Source: an optimization exercise on an open RTL-to-GDS flow (aim: small area and few clock cycles). Production flows keep margins and buffers that such runs may drop.
In this exercise RTL edits were held to simulation tests only and were not proved equivalent to the original.
Power and IR drop assume default switching activity.

## config.mk

```make
export PLATFORM = sky130hd
export DESIGN_NAME = softphy_rx
export DESIGN_NICKNAME = softphy_rx
export VERILOG_FILES = /design/flow/design.v
export SDC_FILE = /design/flow/constraint.sdc
export NUM_CORES = 4
export LEC_CHECK = 0
export CAP_MARGIN = 20
export CORE_MARGIN = 2
export CORE_UTILIZATION = 40
export SLEW_MARGIN = 20
```

## constraint.sdc

```tcl
create_clock -name core_clock -period 12.0 [get_ports {clk}]
set_input_delay 2.4000 -clock core_clock [delete_from_list [all_inputs] [get_ports {clk}]]
set_output_delay 2.4000 -clock core_clock [all_outputs]
set_load 0.01 [all_outputs]
```

## design.v

```verilog
module softphy_rx (
    input             clk,
    input             rst,           
    input      [1:0]  cfg_coding,    
    input      [11:0] cfg_leadin,
    input      [15:0] cfg_pollbud,
    input      [31:0] cfg_rxtmo,
    input      [15:0] cfg_th_short,
    input      [15:0] cfg_th_long,
    input      [15:0] cfg_th_viol,
    input      [15:0] cfg_th_short_t,
    input      [15:0] cfg_th_long_t,
    input      [15:0] cfg_th_viol_t,
    input             start,
    output            busy,
    output reg        done,
    input             s_valid,
    output            s_ready,
    input             s_end,         
    input      [31:0] s_time,
    input             s_level,
    output reg [2:0]  rx_stat,
    output reg [9:0]  rx_count,
    output reg [14:0] rx_npulse,
    output reg [14:0] rx_synth,
    input      [3:0]  win_addr,
    output reg [31:0] win_data
);
    localparam [2:0] ST_OK       = 3'd0,
                     ST_NORESP   = 3'd1,
                     ST_PREAMBLE = 3'd2,
                     ST_STOPBIT  = 3'd3,
                     ST_PROTOCOL = 3'd5;
    localparam [2:0] S_IDLE  = 3'd0,
                     S_FIRST = 3'd1,    
                     S_WAIT  = 3'd2,    
                     S_RUN   = 3'd3,    
                     S_REC   = 3'd4,    
                     S_FIN   = 3'd5;    
    localparam [1:0] C_SHORT = 2'd0,
                     C_LONG  = 2'd1,
                     C_VIOL  = 2'd2,
                     C_END   = 2'd3;
    localparam [14:0] HP_MAX = 15'd16384;
    reg [2:0]   state;
    reg [511:0] rxbits;
    reg         idle_lvl;
    reg         lvl;
    reg [31:0]  t0;
    reg [31:0]  t_edge;
    reg [31:0]  t_prev;
    reg         began;
    reg         ovf;
    reg         lead_bad;
    reg [14:0]  hp;           
    reg [3:0]   pos;          
    reg [13:0]  nb;           
    reg         a_lvl;        
    reg         cur_bit;      
    reg         pend_bit;     
    reg         r0_v, r0_lvl;
    reg [1:0]   r0_n;
    reg         r1_v, r1_lvl;
    reg         rec_first;
    reg [1:0]   ent_left;
    reg [3:0] m_half;         
    always @(*) begin
        case (cfg_coding)
            2'd0:    m_half = 4'd1;
            2'd1:    m_half = 4'd2;
            2'd2:    m_half = 4'd4;
            default: m_half = 4'd8;
        endcase
    end
    wire [4:0] m_full = {m_half, 1'b0};            
    wire in_leadin = ({3'd0, rx_npulse} < {6'd0, cfg_leadin});
    reg mand;
    always @(*) begin
        if (m_half == 4'd1)
            mand = (pos == 4'd1);
        else
            mand = ({1'b0, pos} != {1'b0, m_half} - 5'd1) && ({1'b0, pos} != m_full - 5'd1);
    end
    wire tight = in_leadin || mand;
    wire [15:0] th_s = tight ? cfg_th_short_t : cfg_th_short;
    wire [15:0] th_l = tight ? cfg_th_long_t  : cfg_th_long;
    wire [15:0] th_v = tight ? cfg_th_viol_t  : cfg_th_viol;
    wire [31:0] consumed = s_time - t_prev;
    wire [31:0] elapsed  = s_time - t_edge;
    wire [31:0] waited   = s_time - t0;
    wire        overrun  = consumed > {16'd0, cfg_pollbud};
    wire [31:0] d        = overrun ? {1'b0, elapsed[31:1]} : elapsed;
    reg [1:0] cls;
    always @(*) begin
        if (d < {16'd0, th_s})      cls = C_SHORT;
        else if (d < {16'd0, th_l}) cls = C_LONG;
        else if (d < {16'd0, th_v}) cls = C_VIOL;
        else                        cls = C_END;
    end
    wire [1:0] cls_n = cls + 2'd1;                  
    wire       h_lvl   = r0_v ? r0_lvl : r1_lvl;
    wire [1:0] h_n     = r0_v ? r0_n : 2'd1;
    wire       h_synth = !r0_v;
    wire [15:0] hp_sum = {1'b0, hp} + {14'd0, h_n};
    wire       at_mid_lo = ({1'b0, pos} == {1'b0, m_half} - 5'd1);
    wire       at_mid_hi = (pos == m_half);
    wire       at_last   = ({1'b0, pos} == m_full - 5'd1);
    wire       bit_val   = at_mid_hi ? (h_lvl == a_lvl) : cur_bit;
    assign busy    = (state != S_IDLE);
    assign s_ready = (state == S_FIRST) || (state == S_WAIT) || (state == S_RUN);
    wire   take    = s_valid && s_ready;
    integer k;
    always @(*) begin
        for (k = 0; k < 32; k = k + 1)
            win_data[31 - k] = rxbits[{win_addr, k[4:0]}];
    end
    always @(posedge clk) begin
        if (rst) begin
            state     <= S_IDLE;
            done      <= 1'b0;
            rxbits    <= 512'd0;
            rx_stat   <= ST_OK;
            rx_count  <= 10'd0;
            rx_npulse <= 15'd0;
            rx_synth  <= 15'd0;
            r0_v      <= 1'b0;
            r1_v      <= 1'b0;
        end else begin
            done <= 1'b0;
            case (state)
                S_IDLE: begin
                    if (start) begin
                        rxbits    <= 512'd0;
                        rx_count  <= 10'd0;
                        rx_npulse <= 15'd0;
                        rx_synth  <= 15'd0;
                        began     <= 1'b0;
                        ovf       <= 1'b0;
                        lead_bad  <= 1'b0;
                        hp        <= 15'd0;
                        pos       <= 4'd0;
                        nb        <= 14'd0;
                        cur_bit   <= 1'b0;
                        pend_bit  <= 1'b0;
                        a_lvl     <= 1'b0;
                        r0_v      <= 1'b0;
                        r1_v      <= 1'b0;
                        state     <= S_FIRST;
                    end
                end
                S_FIRST: begin
                    if (take) begin
                        if (s_end) begin
                            state <= S_FIN;
                        end else begin
                            idle_lvl <= s_level;
                            t0       <= s_time;
                            state    <= S_WAIT;
                        end
                    end
                end
                S_WAIT: begin
                    if (take) begin
                        if (s_end || waited > cfg_rxtmo) begin
                            state <= S_FIN;
                        end else if (s_level != idle_lvl) begin
                            began  <= 1'b1;
                            lvl    <= s_level;
                            t_edge <= s_time;
                            t_prev <= s_time;
                            state  <= S_RUN;
                        end
                    end
                end
                S_RUN: begin
                    if (take) begin
                        t_prev <= s_time;
                        if (s_end) begin
                            state <= S_FIN;
                        end else if (overrun) begin
                            if (cls == C_END) begin
                                state <= S_FIN;
                            end else begin
                                r0_v      <= 1'b1;
                                r0_lvl    <= lvl;
                                r0_n      <= cls_n;
                                r1_v      <= (s_level == lvl);
                                r1_lvl    <= !lvl;
                                lvl       <= s_level;
                                t_edge    <= s_time;
                                rec_first <= 1'b1;
                                state     <= S_REC;
                            end
                        end else if (s_level != lvl) begin
                            if (cls == C_END) begin
                                state <= S_FIN;
                            end else begin
                                r0_v      <= 1'b1;
                                r0_lvl    <= lvl;
                                r0_n      <= cls_n;
                                r1_v      <= 1'b0;
                                lvl       <= s_level;
                                t_edge    <= s_time;
                                rec_first <= 1'b1;
                                state     <= S_REC;
                            end
                        end else if (elapsed >= {16'd0, th_v}) begin
                            state <= S_FIN;
                        end
                    end
                end
                S_REC: begin
                    if (rec_first && hp_sum > {1'b0, HP_MAX}) begin
                        ovf   <= 1'b1;
                        state <= S_FIN;
                    end else if (rec_first && in_leadin) begin
                        hp        <= hp_sum[14:0];
                        rx_npulse <= rx_npulse + 15'd1;
                        if (h_synth) rx_synth <= rx_synth + 15'd1;
                        if (h_n != 2'd1) lead_bad <= 1'b1;
                        if (r0_v) begin
                            r0_v <= 1'b0;
                            if (!r1_v) state <= S_RUN;
                        end else begin
                            r1_v  <= 1'b0;
                            state <= S_RUN;
                        end
                    end else begin
                        if (rec_first) begin
                            hp        <= hp_sum[14:0];
                            rx_npulse <= rx_npulse + 15'd1;
                            if (h_synth) rx_synth <= rx_synth + 15'd1;
                        end
                        if (at_mid_lo) a_lvl <= h_lvl;
                        if (at_mid_hi) cur_bit <= (h_lvl == a_lvl);
                        if (at_last) begin
                            if (nb != 14'd0 && nb <= 14'd512)
                                rxbits[nb[8:0] - 9'd1] <= pend_bit;
                            pend_bit <= bit_val;
                            nb       <= nb + 14'd1;
                            pos      <= 4'd0;
                        end else begin
                            pos <= pos + 4'd1;
                        end
                        if ((rec_first ? h_n : ent_left) == 2'd1) begin
                            rec_first <= 1'b1;
                            if (r0_v) begin
                                r0_v <= 1'b0;
                                if (!r1_v) state <= S_RUN;
                            end else begin
                                r1_v  <= 1'b0;
                                state <= S_RUN;
                            end
                        end else begin
                            rec_first <= 1'b0;
                            ent_left  <= (rec_first ? h_n : ent_left) - 2'd1;
                        end
                    end
                end
                S_FIN: begin
                    done  <= 1'b1;
                    state <= S_IDLE;
                    if (!began) begin
                        rx_stat <= ST_NORESP;
                    end else if (ovf) begin
                        rx_stat <= ST_PROTOCOL;
                    end else if (in_leadin || lead_bad) begin
                        rx_stat <= ST_PREAMBLE;
                    end else if (nb > 14'd513) begin
                        rx_stat <= ST_PROTOCOL;
                    end else if (nb < 14'd9) begin
                        rx_stat <= ST_NORESP;
                    end else if (!pend_bit) begin
                        rx_stat <= ST_STOPBIT;
                    end else begin
                        rx_stat  <= ST_OK;
                        rx_count <= nb[9:0] - 10'd1;
                    end
                    if (!(began && !ovf && !in_leadin && !lead_bad &&
                          nb <= 14'd513 && nb >= 14'd9 && pend_bit))
                        rxbits <= 512'd0;
                end
                default: state <= S_IDLE;
            endcase
        end
    end
endmodule
```

## run.sh

```bash
#!/bin/bash
# synth_recipe.tcl (not shown) runs the flow's synth.tcl, then flattens the netlist and writes it again
# the make line also repeats each setting of config.mk as NAME=value (left out here)
make -C /OpenROAD-flow-scripts/flow DESIGN_CONFIG=/design/flow/config.mk WORK_HOME=/design/flow/orfs CLKGATE_MAP_FILE= SYNTH_SCRIPT=/design/flow/synth_recipe.tcl finish
```

==> run notes <==
-- worst max path at each step --
stage,start,to
floorplan,s_time[0],lvl$_DFFE_PP_
CTS,s_time[1],t_edge[25]$_DFFE_PP_
global placement,s_time[1],t_edge[0]$_DFFE_PP_
detailed placement,s_time[1],t_edge[0]$_DFFE_PP_
global route,s_time[1],r1_v$_SDFFE_PP0P_
finish,s_time[1],r1_v$_SDFFE_PP0P_
-- layout make-up --
type                       instances  area (sq um)  share of cell area (%)
inverter                         220         827.0                   1.699
clock buffer                     119          2385                   4.898
tap                             1380          1727                   3.546
clock inverter                    32         404.1                  0.8300
antenna                            2         5.005                 0.01028
timing repair buffer             344          3309                   6.797
multi-input combinational       3723         24480                   50.27
sequential                       705         15550                   31.95
-- stage by stage --
stage	total power [mW]	instances	setup WS, ps	area [sq um]
finish	7.086	6525	1510	48690
global route	7.402	6525	702.9	48690
CTS	7.098	6521	1683	48620
detailed placement	4.484	6370	1008	45830
global placement	4.468	6369	1104	45820
floorplan	3.849	4957	811.2	42040
-- sequential cells by signal (all words and copies together) (netlist names), 2 cells and up --
| register | flops |
|---|---|
| pos | 4 |
| hp | 15 |
| t0 | 32 |
| t_edge | 32 |
| rx_stat | 3 |
| rx_synth | 15 |
| ent_left | 2 |
| t_prev | 32 |
| r0_n | 2 |
| rx_count | 10 |
| rx_npulse | 15 |
| rxbits | 512 |
| state | 3 |
| nb | 14 |
-- metal layers --
metal,global-route usage [%],part of all wire (%)
met1,33.55,44
met2,39.48,47
met3,3.581,6.8
met4,7.495,2.8
met5,0,0.0052
-- critical path: cells and delay by family --
kind                     cells  cell delay (ps)
buffers and inverters        3             1190
AO/OA/AOI/OAI               13             2410
XOR/XNOR                     1              160
multiplexers                 1              410
AND/OR/NAND/NOR             17             3170
adder cells (fa/ha/maj)      4             1310
-- kinds of logic (layout without fill, tap and decap cells) --
family | count (synthesis) | in the layout
simple gates | 1492 | 1492
flops | 705 | 705
compound gates | 1620 | 1620
buf+inv | 529 | 715
fa+ha+maj | 232 | 232
other cells | 0 | 2
xor+xnor | 145 | 145
mux | 234 | 234
-- Yosys cell counts (85+ instances only) --
master / n
sky130_fd_sc_hd__nand2_1: 745
sky130_fd_sc_hd__dfxtp_1: 561
sky130_fd_sc_hd__o21ai_0: 663
sky130_fd_sc_hd__nand3b_1: 139
sky130_fd_sc_hd__a21oi_1: 661
sky130_fd_sc_hd__ha_1: 228
sky130_fd_sc_hd__xnor2_1: 85
sky130_fd_sc_hd__inv_1: 220
sky130_fd_sc_hd__mux4_2: 160
sky130_fd_sc_hd__nor2_1: 260
sky130_fd_sc_hd__clkbuf_1: 209
sky130_fd_sc_hd__edfxtp_1: 144
-- where the power goes --
group	leakage, nW	total [mW]	internal, mW	switching (mW)
Sequential	5.83	2.54	2.48	0.0603
Combinational	10.5	1.93	0.572	1.36
Clock	1.36	2.61	1.54	1.08
Total	17.7	7.09	4.59	2.50
==> run notes <==
======================================================================================
Maximum fanout count along the critical path ............................           21
Cell type of the slowest stage on the worst timing path ................. sky130_fd_sc_hd__clkdlybuf4s50_1
Filler cell count .......................................................       10,039
Arrival @ worst endpoint ................................................    11,060 ps
Die height .............................................................. 328.2 microns
Total clock buffers created by CTS ......................................           84
Slack of the worst reg-to-reg path ......................................      3570 ps
Largest family of logic cells by synthesized area ....................... compound AO/OA/AOI/OAI gates
Top library cells by usage in the layout, fill and taps aside ........... sky130_fd_sc_hd__nand2_1, sky130_fd_sc_hd__o21ai_0, sky130_fd_sc_hd__a21oi_1, sky130_fd_sc_hd__dfxtp_1, sky130_fd_sc_hd__clkdlybuf4s50_1
Leakage Power ...........................................................     17.68 nW
Clock Pin Slew Worst Setup and Hold Paths ...............................        60 ps
Top cell by count, worst path ........................................... sky130_fd_sc_hd__a21oi_1
Slew @ Worst Pin ........................................................      1192 ps
Crit path time final ....................................................    10,490 ps
Weighted congestion reported at the end of routability-driven placement .       0.9142
Critical path class ..................................................... primary input to flip-flop
Total negative slack for setup checks ...................................         0 ps
CP Launch Type .......................................................... primary input
Fraction of post-synthesis cell area in the top cell type by area .......       26.72%
Clock tree sinks ........................................................          705
Clock latency at the later pin of the worst-skew pair ...................       680 ps
Cell count of the worst hold path .......................................            2
Remaining antenna violation count after routing .........................            0
Number of antenna violations at the first check in global routing .......            3
Distinct cell type count after synthesis ................................           90
Post-detail-place hpwl .................................................. 87,340 microns
Share of synthesized cell area in and, or, nand and nor gates ...........       16.60%
Share of synthesized flip-flops with an asynchronous set or reset .......           0%
Final setup fails .......................................................            0
Reg2reg path depth ......................................................           38
Hold Path Sink .......................................................... rxbits[256]$_SDFFE_PP0P_
Peak Freq ...............................................................    95.33 MHz
Launch instance of the worst min-delay path ............................. rxbits[256]$_SDFFE_PP0P_
RR Endpoint ............................................................. r1_v$_SDFFE_PP0P_
Post-synthesis instance area ............................................ 42,040 sq um
Hold Slack ..............................................................     461.8 ps
Share of synthesized area spent on multiplexers .........................       10.35%
Post-detailed-routing wire length ....................................... 135,300 microns
Detailed-route wire length per cell ..................................... 20.73 microns
Final number of hold-violating endpoints ................................            0
Starting density of the core ............................................       40.44%
Area of the core region ................................................. 103,900 sq um
Overflow after GRT ......................................................            0
Synthesized area divided by synthesized cell count ......................  8.480 sq um
Crit path required time .................................................    12,570 ps
Adder-cell share of the synthesized area ................................       6.977%
Kind of capture point of the worst setup path ...........................    flip-flop
Post-route DRC ..........................................................            0
Top-level I/O count .....................................................          278
Synthesis warning total .................................................            1
Relative area change from synthesis to final layout .....................       15.83%
Cell row count ..........................................................          118
Post-Syn Instances ......................................................        4,957
RR Startpoint ........................................................... t_prev[0]$_DFFE_PP_
Sequential share of the synthesized area ................................       37.00%
Hold buffers post-CTS ...................................................            0
Maximum cell stage delay along the critical path ........................       730 ps
Clock buffer depth ......................................................            3
Fin. max-slew vios ......................................................            0
Via total after detailed routing ........................................       37,868
Post-synth net total ....................................................        5,389
Worst min-delay path category ........................................... flip-flop to flip-flop
Die Span X .............................................................. 328.2 microns
Dominant register cell in the synthesized netlist ....................... sky130_fd_sc_hd__dfxtp_1
Iteration-0 DRC count of the detailed router ............................        3,581
Count of port buffers added during placement ............................          277
Resized Gates After CTS .................................................            0
Most common library cell in the layout ignoring fill and taps ........... sky130_fd_sc_hd__nand2_1
Count of max-cap constraint violations ..................................            0
Worst-case headroom to the max-slew limit ...............................       19.91%
Compound-Gate Fraction of Synth Area ....................................       21.04%
Maximum number of pins on one net before global-route repair ............          129
Final period util .......................................................       87.42%
Number of optimization iterations in the first detailed-route pass ......            7
P per Cell Area ......................................................... 145.5 nW/um^2
Layout Skew .............................................................     47.13 ps
Proportion of layout cells with a drive suffix above 1 ..................       8.244%
Clock root buffer ....................................................... sky130_fd_sc_hd__clkbuf_16
Die area ................................................................ 107,700 sq um
Cell type contributing the most total cell area after synthesis ......... sky130_fd_sc_hd__dfxtp_1
Via count of the first global-routing pass ..............................       36,061
Mean number of vias per cell ............................................        5.804
Unrepaired setup endpoints after global routing .........................        false
GR Util All Layers ......................................................       24.37%
Run status ..............................................................  timing/DRC/antenna clean
Clock tree from TritonCTS ...............................................        built
Fraction of synthesized cell area in xor and xnor cells .................       3.021%
Number of nets in the finished design ...................................        5,510
FF+latch count, synth ...................................................          705
Top post-synthesis cells by area ........................................ sky130_fd_sc_hd__dfxtp_1, sky130_fd_sc_hd__edfxtp_1, sky130_fd_sc_hd__mux4_2
Wire length of the first global-routing pass ............................ 209,600 microns
Count of flip-flops with a built-in enable after synthesis ..............          144
Post-CTS Setup Bufs .....................................................            0
Maximum ir drop on the vdd rail .........................................    0.1231 mV
H-tree depth ............................................................            3
Post-layout util ........................................................       46.85%
======================================================================================
Testbench counts, summed over its fixed seeds: cycles 4,341,064.

[what the ideal ports hide]
How much do the figures lean on ideal ports? The routed layout below was timed once more, with nothing changed but the port constraints.
Step 1: set_driving_cell puts a clkbuf_16 on clk and a buf_2 on each other input, an assumption about the parent block.
Step 2, shift: input delay + t, output delay - t, t = (earliest + latest rising clock arrival at the registers) / 2. This alone moves slack from input paths to output paths.
Slacks: ideal / step 1 / step 2; pairs: ideal / step 1.
shift t [ns]: 0.722
setup WS [ns]: 1.510 / 1.555 / 0.833
hold slack, ns: 0.462 / 0.462 / 0.462
worst register clock-pin slew, ns: 0.06 / 0.06
worst data-port slew with drivers (ns): 0.10
After both steps this run still meets setup and hold. For this run, drivers alone change the setup slack by +0.045 ns; drivers and shift together by -0.677 ns.
